Background: an optimization exercise with open tools, aiming at small area, a short achievable clock period and few clock cycles per item. Do not read the settings as production practice.
For this run, only the layout was checked, not whether the RTL still works.

File: flow/config.mk
export PLATFORM = sky130hd
export DESIGN_NAME = aes128_ctr
export DESIGN_NICKNAME = aes128_ctr
export VERILOG_FILES = /design/flow/design.v
export SDC_FILE = /design/flow/constraint.sdc
export NUM_CORES = 8
export LEC_CHECK = 0
export CAP_MARGIN = 20
export CORE_MARGIN = 2
export CORE_UTILIZATION = 50
export PLACE_DENSITY = 0.6
export SLEW_MARGIN = 20
export SYNTH_HIERARCHICAL = 1
File: flow/constraint.sdc
create_clock -name core_clock -period 10.0 [get_ports {clk}]
set_input_delay 2.0000 -clock core_clock [delete_from_list [all_inputs] [get_ports {clk}]]
set_output_delay 2.0000 -clock core_clock [all_outputs]
set_load 0.01 [all_outputs]
File: flow/design.v
module aes_sbox (input wire [7:0] a, output wire [7:0] y);
  wire U0, U1, U2, U3, U4, U5, U6, U7;
  assign U0 = a[7];
  assign U1 = a[6];
  assign U2 = a[5];
  assign U3 = a[4];
  assign U4 = a[3];
  assign U5 = a[2];
  assign U6 = a[1];
  assign U7 = a[0];
  wire T1, T2, T3, T4, T5, T6, T7, T8, T9, T10, T11, T12, T13, T14, T15, T16, T17, T18, T19, T20, T21, T22, T23, T24, T25, T26, T27, M1, M2, M3, M4, M5, M6, M7, M8, M9, M10, M11, M12, M13, M14, M15, M16, M17, M18, M19, M20, M21, M22, M23, M24, M25, M26, M27, M28, M29, M30, M31, M32, M33, M34, M35, M36, M37, M38, M39, M40, M41, M42, M43, M44, M45, M46, M47, M48, M49, M50, M51, M52, M53, M54, M55, M56, M57, M58, M59, M60, M61, M62, M63, L0, L1, L2, L3, L4, L5, L6, L7, L8, L9, L10, L11, L12, L13, L14, L15, L16, L17, L18, L19, L20, L21, L22, L23, L24, L25, L26, L27, L28, L29, S0, S1, S2, S3, S4, S5, S6, S7;
  sb_xor u_T1 (.a(U0), .b(U3), .y(T1));
  sb_xor u_T2 (.a(U0), .b(U5), .y(T2));
  sb_xor u_T3 (.a(U0), .b(U6), .y(T3));
  sb_xor u_T4 (.a(U3), .b(U5), .y(T4));
  sb_xor u_T5 (.a(U4), .b(U6), .y(T5));
  sb_xor u_T6 (.a(T1), .b(T5), .y(T6));
  sb_xor u_T7 (.a(U1), .b(U2), .y(T7));
  sb_xor u_T8 (.a(U7), .b(T6), .y(T8));
  sb_xor u_T9 (.a(U7), .b(T7), .y(T9));
  sb_xor u_T10 (.a(T6), .b(T7), .y(T10));
  sb_xor u_T11 (.a(U1), .b(U5), .y(T11));
  sb_xor u_T12 (.a(U2), .b(U5), .y(T12));
  sb_xor u_T13 (.a(T3), .b(T4), .y(T13));
  sb_xor u_T14 (.a(T6), .b(T11), .y(T14));
  sb_xor u_T15 (.a(T5), .b(T11), .y(T15));
  sb_xor u_T16 (.a(T5), .b(T12), .y(T16));
  sb_xor u_T17 (.a(T9), .b(T16), .y(T17));
  sb_xor u_T18 (.a(U3), .b(U7), .y(T18));
  sb_xor u_T19 (.a(T7), .b(T18), .y(T19));
  sb_xor u_T20 (.a(T1), .b(T19), .y(T20));
  sb_xor u_T21 (.a(U6), .b(U7), .y(T21));
  sb_xor u_T22 (.a(T7), .b(T21), .y(T22));
  sb_xor u_T23 (.a(T2), .b(T22), .y(T23));
  sb_xor u_T24 (.a(T2), .b(T10), .y(T24));
  sb_xor u_T25 (.a(T20), .b(T17), .y(T25));
  sb_xor u_T26 (.a(T3), .b(T16), .y(T26));
  sb_xor u_T27 (.a(T1), .b(T12), .y(T27));
  sb_nand u_M1 (.a(T13), .b(T6), .y(M1));
  sb_nand u_M2 (.a(T23), .b(T8), .y(M2));
  sb_xnor u_M3 (.a(T14), .b(M1), .y(M3));
  sb_nand u_M4 (.a(T19), .b(U7), .y(M4));
  sb_xor u_M5 (.a(M4), .b(M1), .y(M5));
  sb_nand u_M6 (.a(T3), .b(T16), .y(M6));
  sb_nand u_M7 (.a(T22), .b(T9), .y(M7));
  sb_xnor u_M8 (.a(T26), .b(M6), .y(M8));
  sb_nand u_M9 (.a(T20), .b(T17), .y(M9));
  sb_xor u_M10 (.a(M9), .b(M6), .y(M10));
  sb_nand u_M11 (.a(T1), .b(T15), .y(M11));
  sb_nand u_M12 (.a(T4), .b(T27), .y(M12));
  sb_xor u_M13 (.a(M12), .b(M11), .y(M13));
  sb_nand u_M14 (.a(T2), .b(T10), .y(M14));
  sb_xor u_M15 (.a(M14), .b(M11), .y(M15));
  sb_xnor u_M16 (.a(M3), .b(M2), .y(M16));
  sb_xor u_M17 (.a(M5), .b(T24), .y(M17));
  sb_xnor u_M18 (.a(M8), .b(M7), .y(M18));
  sb_xor u_M19 (.a(M10), .b(M15), .y(M19));
  sb_xor u_M20 (.a(M16), .b(M13), .y(M20));
  sb_xor u_M21 (.a(M17), .b(M15), .y(M21));
  sb_xor u_M22 (.a(M18), .b(M13), .y(M22));
  sb_xor u_M23 (.a(M19), .b(T25), .y(M23));
  sb_xor u_M24 (.a(M22), .b(M23), .y(M24));
  sb_nand u_M25 (.a(M22), .b(M20), .y(M25));
  sb_xnor u_M26 (.a(M21), .b(M25), .y(M26));
  sb_xor u_M27 (.a(M20), .b(M21), .y(M27));
  sb_xnor u_M28 (.a(M23), .b(M25), .y(M28));
  sb_nand u_M29 (.a(M28), .b(M27), .y(M29));
  sb_nand u_M30 (.a(M26), .b(M24), .y(M30));
  sb_nand u_M31 (.a(M20), .b(M23), .y(M31));
  sb_nor2b u_M32 (.a(M31), .b(M27), .y(M32));
  sb_xnor u_M33 (.a(M27), .b(M25), .y(M33));
  sb_nand u_M34 (.a(M21), .b(M22), .y(M34));
  sb_nor2b u_M35 (.a(M34), .b(M24), .y(M35));
  sb_xnor u_M36 (.a(M24), .b(M25), .y(M36));
  sb_xnor u_M37 (.a(M21), .b(M29), .y(M37));
  sb_xor u_M38 (.a(M32), .b(M33), .y(M38));
  sb_xnor u_M39 (.a(M23), .b(M30), .y(M39));
  sb_xor u_M40 (.a(M35), .b(M36), .y(M40));
  sb_xor u_M41 (.a(M38), .b(M40), .y(M41));
  sb_xor u_M42 (.a(M37), .b(M39), .y(M42));
  sb_xor u_M43 (.a(M37), .b(M38), .y(M43));
  sb_xor u_M44 (.a(M39), .b(M40), .y(M44));
  sb_xor u_M45 (.a(M42), .b(M41), .y(M45));
  sb_nand u_M46 (.a(M44), .b(T6), .y(M46));
  sb_nand u_M47 (.a(M40), .b(T8), .y(M47));
  sb_nand u_M48 (.a(M39), .b(U7), .y(M48));
  sb_nand u_M49 (.a(M43), .b(T16), .y(M49));
  sb_nand u_M50 (.a(M38), .b(T9), .y(M50));
  sb_nand u_M51 (.a(M37), .b(T17), .y(M51));
  sb_nand u_M52 (.a(M42), .b(T15), .y(M52));
  sb_nand u_M53 (.a(M45), .b(T27), .y(M53));
  sb_nand u_M54 (.a(M41), .b(T10), .y(M54));
  sb_nand u_M55 (.a(M44), .b(T13), .y(M55));
  sb_nand u_M56 (.a(M40), .b(T23), .y(M56));
  sb_nand u_M57 (.a(M39), .b(T19), .y(M57));
  sb_nand u_M58 (.a(M43), .b(T3), .y(M58));
  sb_nand u_M59 (.a(M38), .b(T22), .y(M59));
  sb_nand u_M60 (.a(M37), .b(T20), .y(M60));
  sb_nand u_M61 (.a(M42), .b(T1), .y(M61));
  sb_nand u_M62 (.a(M45), .b(T4), .y(M62));
  sb_nand u_M63 (.a(M41), .b(T2), .y(M63));
  sb_xor u_L0 (.a(M61), .b(M62), .y(L0));
  sb_xor u_L1 (.a(M50), .b(M56), .y(L1));
  sb_xor u_L2 (.a(M46), .b(M48), .y(L2));
  sb_xor u_L3 (.a(M47), .b(M55), .y(L3));
  sb_xor u_L4 (.a(M54), .b(M58), .y(L4));
  sb_xor u_L5 (.a(M49), .b(M61), .y(L5));
  sb_xnor u_L6 (.a(M62), .b(L5), .y(L6));
  sb_xnor u_L7 (.a(M46), .b(L3), .y(L7));
  sb_xor u_L8 (.a(M51), .b(M59), .y(L8));
  sb_xor u_L9 (.a(M52), .b(M53), .y(L9));
  sb_xnor u_L10 (.a(M53), .b(L4), .y(L10));
  sb_xnor u_L11 (.a(M60), .b(L2), .y(L11));
  sb_xor u_L12 (.a(M48), .b(M51), .y(L12));
  sb_xnor u_L13 (.a(M50), .b(L0), .y(L13));
  sb_xor u_L14 (.a(M52), .b(M61), .y(L14));
  sb_xnor u_L15 (.a(M55), .b(L1), .y(L15));
  sb_xnor u_L16 (.a(M56), .b(L0), .y(L16));
  sb_xnor u_L17 (.a(M57), .b(L1), .y(L17));
  sb_xnor u_L18 (.a(M58), .b(L8), .y(L18));
  sb_xnor u_L19 (.a(M63), .b(L4), .y(L19));
  sb_xor u_L20 (.a(L0), .b(L1), .y(L20));
  sb_xor u_L21 (.a(L1), .b(L7), .y(L21));
  sb_xor u_L22 (.a(L3), .b(L12), .y(L22));
  sb_xor u_L23 (.a(L18), .b(L2), .y(L23));
  sb_xor u_L24 (.a(L15), .b(L9), .y(L24));
  sb_xor u_L25 (.a(L6), .b(L10), .y(L25));
  sb_xor u_L26 (.a(L7), .b(L9), .y(L26));
  sb_xor u_L27 (.a(L8), .b(L10), .y(L27));
  sb_xor u_L28 (.a(L11), .b(L14), .y(L28));
  sb_xor u_L29 (.a(L11), .b(L17), .y(L29));
  sb_xor u_S0 (.a(L6), .b(L24), .y(S0));
  sb_xnor u_S1 (.a(L16), .b(L26), .y(S1));
  sb_xnor u_S2 (.a(L19), .b(L28), .y(S2));
  sb_xor u_S3 (.a(L6), .b(L21), .y(S3));
  sb_xor u_S4 (.a(L20), .b(L22), .y(S4));
  sb_xor u_S5 (.a(L25), .b(L29), .y(S5));
  sb_xnor u_S6 (.a(L13), .b(L27), .y(S6));
  sb_xnor u_S7 (.a(L6), .b(L23), .y(S7));
  assign y = {S0, S1, S2, S3, S4, S5, S6, S7};
endmodule
module sb_nand (input wire a, input wire b, output wire y);
  assign y = ~(a & b);
endmodule
module sb_nor2b (input wire a, input wire b, output wire y);
  assign y = ~a & b;
endmodule
module sb_xnor (input wire a, input wire b, output wire y);
  assign y = ~(a ^ b);
endmodule
module sb_xor (input wire a, input wire b, output wire y);
  assign y = a ^ b;
endmodule
module aes128_ctr (
    input  wire         clk,
    input  wire         rst,
    input  wire         cmd_valid,
    output wire         cmd_ready,
    input  wire [2:0]   cmd_op,
    input  wire [4:0]   cmd_len,
    input  wire [127:0] cmd_data,
    output reg          res_valid,
    output reg          res_err,
    output reg  [127:0] res_data
);
  localparam OP_KEYEXP = 3'd0;
  localparam OP_ENCB   = 3'd1;
  localparam OP_SETCTR = 3'd2;
  localparam OP_CTRX   = 3'd3;
  localparam OP_CLR    = 3'd4;
  reg [127:0] key;
  reg         kvalid;
  reg [127:0] ctr;
  reg         sk_v;
  reg [2:0]   sk_op;
  reg [4:0]   sk_len;
  reg [127:0] sk_data;
  reg [9:0]   kstep;        
  assign cmd_ready = ~sk_v;
  wire         in_v    = sk_v | cmd_valid;
  wire [2:0]   in_op   = sk_v ? sk_op   : cmd_op;
  wire [4:0]   in_len  = sk_v ? sk_len  : cmd_len;
  wire [127:0] in_data = sk_v ? sk_data : cmd_data;
  wire op_key   = (in_op == OP_KEYEXP);
  wire op_enc   = (in_op == OP_ENCB);
  wire op_set   = (in_op == OP_SETCTR);
  wire op_ctr   = (in_op == OP_CTRX);
  wire op_clr   = (in_op == OP_CLR);
  wire op_ill   = in_op[2] & (in_op[1] | in_op[0]);
  wire len_big  = in_len[4] & (|in_len[3:0]);
  wire len_zero = ~(|in_len);
  wire stall = op_key & (|kstep[8:0]);
  wire go    = in_v & ~stall & ~rst;    
  wire enc_go   = op_enc & kvalid;
  wire ctr_go   = op_ctr & kvalid & ~len_big & ~len_zero;
  wire cmd_err  = op_ill | (op_enc & ~kvalid) | (op_ctr & (~kvalid | len_big));
  wire [4:0] cmd_keep = enc_go ? 5'd16 : (ctr_go ? in_len : 5'd0);
  always @(posedge clk) begin
    sk_v <= in_v & stall & ~rst;
    if (!sk_v) begin
      sk_op   <= cmd_op;
      sk_len  <= cmd_len;
      sk_data <= cmd_data;
    end
  end
  always @(posedge clk) begin
    if (rst) begin
      kvalid <= 1'b0;
      ctr    <= 128'd0;
    end else if (go) begin
      if (op_key) kvalid <= 1'b1;
      if (op_clr) begin
        kvalid <= 1'b0;
        ctr    <= 128'd0;
      end
      if (op_set) ctr <= in_data;
      if (ctr_go) ctr <= ctr + 128'd1;
    end
  end
  wire         kstart = go & op_key;
  reg  [127:0] kc;
  wire [127:0] knext;
  reg  [7:0]   rcon;
  always @(*) begin
    rcon = 8'h00;
    if (kstep[0]) rcon = rcon | 8'h01;
    if (kstep[1]) rcon = rcon | 8'h02;
    if (kstep[2]) rcon = rcon | 8'h04;
    if (kstep[3]) rcon = rcon | 8'h08;
    if (kstep[4]) rcon = rcon | 8'h10;
    if (kstep[5]) rcon = rcon | 8'h20;
    if (kstep[6]) rcon = rcon | 8'h40;
    if (kstep[7]) rcon = rcon | 8'h80;
    if (kstep[8]) rcon = rcon | 8'h1b;
    if (kstep[9]) rcon = rcon | 8'h36;
  end
  aes_key_step u_kstep (.k(kc), .rcon(rcon), .n(knext));
  always @(posedge clk) begin
    if (kstart) begin
      key   <= in_data;
      kc    <= in_data;
      kstep <= 10'b1;
    end else begin
      kc    <= knext;
      kstep <= {kstep[8:0], 1'b0};
    end
  end
  reg [128*10-1:0] rk_all;
  integer kr;
  always @(posedge clk) begin
    for (kr = 1; kr <= 10; kr = kr + 1)
      if (kstep[kr-1]) rk_all[128*(kr-1) +: 128] <= knext;
  end
  reg [128*10-1:0] st_all;
  reg [128*10-1:0] dt_all;
  reg [10-1:0]     v_all;      
  reg [10-1:0]     e_all;      
  reg [10-1:0]     c_all;      
  reg [5*10-1:0]   k_all;      
  wire [128*9-1:0]  rnd_all;    
  genvar i;
  generate
    for (i = 1; i <= 9; i = i + 1) begin : g_round
      aes_round u_round (
          .s (st_all[128*(i-1) +: 128]),
          .rk(rk_all[128*(i-1) +: 128]),
          .y (rnd_all[128*(i-1) +: 128]));
    end
  endgenerate
  integer j;
  always @(posedge clk) begin
    st_all[0 +: 128] <= (op_enc ? in_data : ctr) ^ key;
    dt_all[0 +: 128] <= in_data;
    v_all[0]         <= go;
    e_all[0]         <= cmd_err;
    c_all[0]         <= op_ctr;
    k_all[0 +: 5]    <= cmd_keep;
    for (j = 1; j <= 9; j = j + 1) begin
      st_all[128*j +: 128] <= rnd_all[128*(j-1) +: 128];
      dt_all[128*j +: 128] <= dt_all[128*(j-1) +: 128];
      v_all[j]             <= v_all[j-1] & ~rst;
      e_all[j]             <= e_all[j-1];
      c_all[j]             <= c_all[j-1];
      k_all[5*j +: 5]      <= k_all[5*(j-1) +: 5];
    end
  end
  wire [127:0] last;
  aes_last_round u_last (
      .s (st_all[128*9 +: 128]),
      .rk(rk_all[128*9 +: 128]),
      .y (last));
  wire [4:0]   keep9 = k_all[5*9 +: 5];
  reg  [127:0] keep_mask;
  integer b;
  always @(*) begin
    for (b = 0; b < 16; b = b + 1)
      keep_mask[127-8*b -: 8] = (b < keep9) ? 8'hff : 8'h00;
  end
  always @(posedge clk) begin
    res_valid <= v_all[9] & ~rst;
    res_err   <= e_all[9];
    res_data  <= (last ^ (dt_all[128*9 +: 128] & {128{c_all[9]}})) & keep_mask;
  end
endmodule
module aes_round (
    input  wire [127:0] s,
    input  wire [127:0] rk,
    output wire [127:0] y
);
  wire [127:0] sb;
  wire [127:0] sr;
  wire [127:0] mc;
  genvar i, c;
  generate
    for (i = 0; i < 16; i = i + 1) begin : g_sub
      aes_sbox u_sbox (.a(s[127-8*i -: 8]), .y(sb[127-8*i -: 8]));
    end
    for (i = 0; i < 16; i = i + 1) begin : g_shift
      assign sr[127-8*i -: 8] = sb[127-8*((i % 4) + 4*(((i / 4) + (i % 4)) % 4)) -: 8];
    end
    for (c = 0; c < 4; c = c + 1) begin : g_mix
      wire [7:0] a0 = sr[127-8*(4*c+0) -: 8];
      wire [7:0] a1 = sr[127-8*(4*c+1) -: 8];
      wire [7:0] a2 = sr[127-8*(4*c+2) -: 8];
      wire [7:0] a3 = sr[127-8*(4*c+3) -: 8];
      wire [7:0] d0 = {a0[6:0], 1'b0} ^ (a0[7] ? 8'h1b : 8'h00);
      wire [7:0] d1 = {a1[6:0], 1'b0} ^ (a1[7] ? 8'h1b : 8'h00);
      wire [7:0] d2 = {a2[6:0], 1'b0} ^ (a2[7] ? 8'h1b : 8'h00);
      wire [7:0] d3 = {a3[6:0], 1'b0} ^ (a3[7] ? 8'h1b : 8'h00);
      assign mc[127-8*(4*c+0) -: 8] = d0 ^ (d1 ^ a1) ^ a2 ^ a3;
      assign mc[127-8*(4*c+1) -: 8] = a0 ^ d1 ^ (d2 ^ a2) ^ a3;
      assign mc[127-8*(4*c+2) -: 8] = a0 ^ a1 ^ d2 ^ (d3 ^ a3);
      assign mc[127-8*(4*c+3) -: 8] = (d0 ^ a0) ^ a1 ^ a2 ^ d3;
    end
  endgenerate
  assign y = mc ^ rk;
endmodule
module aes_last_round (
    input  wire [127:0] s,
    input  wire [127:0] rk,
    output wire [127:0] y
);
  wire [127:0] sb;
  wire [127:0] sr;
  genvar i;
  generate
    for (i = 0; i < 16; i = i + 1) begin : g_sub
      aes_sbox u_sbox (.a(s[127-8*i -: 8]), .y(sb[127-8*i -: 8]));
    end
    for (i = 0; i < 16; i = i + 1) begin : g_shift
      assign sr[127-8*i -: 8] = sb[127-8*((i % 4) + 4*(((i / 4) + (i % 4)) % 4)) -: 8];
    end
  endgenerate
  assign y = sr ^ rk;
endmodule
module aes_key_step (
    input  wire [127:0] k,
    input  wire [7:0]   rcon,
    output wire [127:0] n
);
  wire [31:0] w3  = k[31:0];
  wire [31:0] rot = {w3[23:0], w3[31:24]};
  wire [31:0] sub;
  genvar i;
  generate
    for (i = 0; i < 4; i = i + 1) begin : g_ksub
      aes_sbox u_sbox (.a(rot[31-8*i -: 8]), .y(sub[31-8*i -: 8]));
    end
  endgenerate
  wire [31:0] t  = sub ^ {rcon, 24'h000000};
  wire [31:0] n0 = k[127:96] ^ t;
  wire [31:0] n1 = k[95:64]  ^ n0;
  wire [31:0] n2 = k[63:32]  ^ n1;
  wire [31:0] n3 = k[31:0]   ^ n2;
  assign n = {n0, n1, n2, n3};
endmodule
File: flow/run.sh
#!/bin/bash
# synth_recipe.tcl (not shown) runs the flow's synth.tcl, then flattens the netlist and writes it again
# the make line also repeats each setting of config.mk as NAME=value (left out here)
make -C /OpenROAD-flow-scripts/flow DESIGN_CONFIG=/design/flow/config.mk WORK_HOME=/design/flow/orfs CLKGATE_MAP_FILE= SYNTH_SCRIPT=/design/flow/synth_recipe.tcl finish
==> reports/summary.txt <==
Mapped Nets - 34,900
Sink Count - 4,454
grt ovf - 0
fmax - 117 MHz
Starting Density - 50.2%
fin crit share - 85.3%
root buffer cell - clkbuf_16
die width - 823 um
routed wl met2 - 533 mm
Avg Vias per Cell - 5.18
Inst Count DP - 42,700
post-synthesis cell count - 34,800
Setup crit start kind - flop
proportion of synthesized chip area in sequential cells - 30.8%
uppermost routed layer - met5
Rows - 300
first-pass GRT wire length - 1680 mm
worst skew pair latency - 1180 ps
Area after DPL - 0.343 sq mm
most used cell, CP - xor2_1
final setup fails - 0
Main synth FF type - dfxtp_1
PostCTS Resize Cnt - 0
Post-Route WL - 1230 mm
clock skew - 140 ps
wire length on met3 - 98.7 mm
Worst path top cell family by delay - XOR/XNOR gates
final setup TNS - 0 ps
Worst EP arrival - 9270 ps
Post-synth EDFFs - 1,408
WL/cell - 28.2 um
nets - 34,400
worst min-delay path class - flop to flop
WS Path Type - flop to flop
Longest Clk Path Bufs - 4
CP max FO - 13
Metal-1 WL - 508 mm
initial antenna violation count - 184
layout cells sized above 1 - 5.18%
antenna-violating nets left - 0
post-route insts no fill - 43,700
Chip Height - 823 um
final slew viol count - 0
critical-path cell list - xor2_1 -> xor2_1 -> xor2_1 -> nand2_1 -> xor2_1 -> xor2_1 -> xor2_1 -> xor2_1 -> nand2_1 -> xnor2_1 -> xor2_1 -> nand2_1 -> xor2_1 -> xnor2_1 -> xor2_1 -> xor2_1 -> xor2_4 -> buf_4 -> xnor2_2 -> buf_4 -> xor2_4
min Tclk post-route - 8530 ps
initial DRC count - 21,800
Worst path slowest cell - xor2_4
CTS buffer count - 481
CTS tree - built
core area - 0.668 sq mm
Post-route DRC - 0
footprint of the multi-input gates - 0.223 sq mm
pin count of the biggest net entering global routing - 186
post-route cell area - 0.361 sq mm
IO Pins - 270
largest incremental delay on the critical path - 720 ps
Mapped Area - 0.335 sq mm
Worst EP required - 10,740 ps
1st-pass router iterations - 6
filler instances - 60,800
distinct cell type count after synthesis - 81
max_slew headroom - 12.9%
vias in the first global route - 221,000
Syn Area/Cell - 9.64 sq um
GRT Total Usage - 35.1%
post-synthesis register bit count - 4,454
RSZ-0062 raised after global routing - false
vias post-DR - 226,000
H-tree levels - 5
GP Congestion - 1.02
max-cap viol count - 0
WP buf/inv - 2
worst slew pin tran - 1300 ps
CTS clk-pin slew, worst paths - 70 ps
buffer count from post-CTS setup fixing - 0
Hold Vio Cnt, Final - 0
Reg area - 0.103 sq mm
YS warnings - 7
status - no timing/DRC/antenna violations
Synth-to-Final Area Change - 7.47%
cts hold-fix bufs - 0
IO buf count - 269
die area - 0.678 sq mm
Setup crit end kind - flop
Finished Core Util - 54.0%
DP Wirelength - 1020 mm
Async SR Flop Fraction - 0%
==> worst reg2reg max path, stage by stage, from the launching register on <==
cell and delay [ps]:
dfxtp_1 540, xor2_1 530, xor2_1 600, xor2_1 370, nand2_1 120, xor2_1 280
xor2_1 210, xor2_1 430, xor2_1 330, nand2_1 120, xnor2_1 500, xor2_1 320
nand2_1 180, xor2_1 230, xnor2_1 510, xor2_1 230, xor2_1 380, xor2_4 160
buf_4 470, xnor2_2 180, buf_4 650, xor2_4 740
==> routing by layer <==
metal / track usage [%] / vias to the layer above
met4: 22.6 / 70
met3: 6.75 / 1977
met2: 53.6 / 8763
met1: 45.3 / 110000
li1: - / 106000
met5: 0.332 / -
==> cells in the mapped netlist, drive strengths merged, types with 28 or more instances <==
| cell type | instances | area share [%] |
|---|---|---|
| a21oi | 219 | 0.33 |
| and2 | 28 | 0.052 |
| buf | 1421 | 3.1 |
| clkbuf | 191 | 0.23 |
| dfxtp | 3046 | 18 |
| edfxtp | 1408 | 13 |
| inv | 154 | 0.17 |
| mux2i | 135 | 0.41 |
| nand2 | 5656 | 6.3 |
| nand3 | 77 | 0.12 |
| nand4 | 84 | 0.17 |
| nor2 | 417 | 0.47 |
| nor2b | 340 | 1.4 |
| nor3 | 62 | 0.092 |
| nor4 | 81 | 0.16 |
| o21ai | 288 | 0.43 |
| xnor2 | 8308 | 22 |
| xnor3 | 109 | 0.73 |
| xor2 | 12500 | 33 |
==> cells in the final DEF, fill, tap and decap left out, types with 61 or more instances in the layout <==
| cell type | synthesis | layout |
|---|---|---|
| mux2i_2 | 0 | 94 |
| nor4_1 | 77 | 75 |
| nor3_1 | 62 | 61 |
| xnor3_1 | 108 | 108 |
| a21oi_1 | 219 | 217 |
| nand3_1 | 75 | 75 |
| nor2b_4 | 328 | 328 |
| edfxtp_1 | 1408 | 1408 |
| diode_2 | 0 | 126 |
| clkdlybuf4s50_1 | 0 | 268 |
| inv_1 | 154 | 152 |
| dfxtp_1 | 3046 | 3034 |
| o21ai_0 | 287 | 287 |
| clkinv_2 | 0 | 72 |
| xnor2_1 | 8307 | 8244 |
| xor2_1 | 12500 | 12400 |
| clkbuf_16 | 0 | 505 |
| nor2_1 | 416 | 416 |
| xor2_4 | 0 | 80 |
| nand2_1 | 5655 | 5655 |
| nand4_1 | 79 | 79 |
| buf_4 | 1331 | 299 |
==> layout make-up <==
| type | count | area share (%) |
|---|---|---|
| Multi-Input combinational cell | 28600 | 61.9 |
| Tap cell | 8909 | 3.09 |
| Clock inverter | 302 | 0.995 |
| Timing Repair Buffer | 575 | 1.41 |
| Sequential cell | 4454 | 28.7 |
| Inverter | 154 | 0.160 |
| Antenna cell | 126 | 0.0875 |
| Clock buffer | 607 | 3.74 |
==> modules after synthesis (local to each module, per instance), a selection <==
| module | area, sq um | cells | flops+latches | times used |
|---|---|---|---|---|
| aes128_ctr | 118000 | 7167 | 4454 | 1 |
| sb_xor | 8.76 | 1 | 0 | 11500 |
| sb_nor2b | 13.8 | 1 | 0 | 328 |
| aes_last_round | 1120 | 128 | 0 | 1 |
| aes_key_step | 1550 | 175 | 0 | 1 |
| aes_round | 5050 | 559 | 0 | 9 |
==> final timing paths <==
kind,from,endpoint,slack (ps),depth (start not counted)
worst max-delay path,kc[7],rk_all[394],1470,21
worst min-delay path,dt_all[235],dt_all[363],290,0
worst max register to register,kc[7],rk_all[394],1470,21
worst min register to register,dt_all[235],dt_all[363],290,0
==> state kept, by name (all words and copies together) (netlist names) <==
signal and flops:
k_all 50, dt_all 1155, e_all 10, res_valid 1, sk_op 3, v_all 10, sk_data 125, kvalid 1
key 128, rk_all 1280, st_all 1280, res_data 128, kc 128, sk_v 1, ctr 128, sk_len 5
res_err 1, c_all 10, kstep 10
==> cell families (layout without fill, tap and decap cells) <==
group,after synthesis,count (layout),synth area share (%)
buf+inv,1766,1638,3.51
other cells,0,126,0
fa+ha+maj,1,1,0.00373
mux,141,141,0.427
compound gates,654,654,1.11
simple gates,6841,6841,8.97
xor+xnor,20900,20900,55.2
flops,4454,4454,30.8
==> through the flow <==
| stage | hold WS (ps) | worst slack [ps] |
|---|---|---|
| finish | 288 | 1470 |
| global route | 289 | 1230 |
| CTS | 277 | 1740 |
| detailed placement | 312 | 1920 |
| global placement | 310 | 1710 |
| floorplan | 310 | 2170 |

afterwards: timing with drivers on the ports:
How much do the figures lean on ideal ports? The routed layout below was timed once more, with nothing changed but the port constraints. Step 1 assumes that a clkbuf_16 drives the clock port and a buf_2 every other input. Step 2 adds t to the input delays and takes it off the output delays; t is the mean of the earliest and latest rising clock arrival at the registers after step 1. Input paths then give back, and output paths get back, about the clock's delay inside the block. Slacks: ideal / step 1 / step 2; pairs: ideal / step 1.
shift t [ns]: 1.269
slack for setup (ns): 1.473 / 1.473 / 1.473
worst slew at a driven data input, ns: 0.11
After both steps setup and hold are still met in this run. The setup slack of this run moves by 0.000 ns with the drivers and by 0.000 ns with both steps.
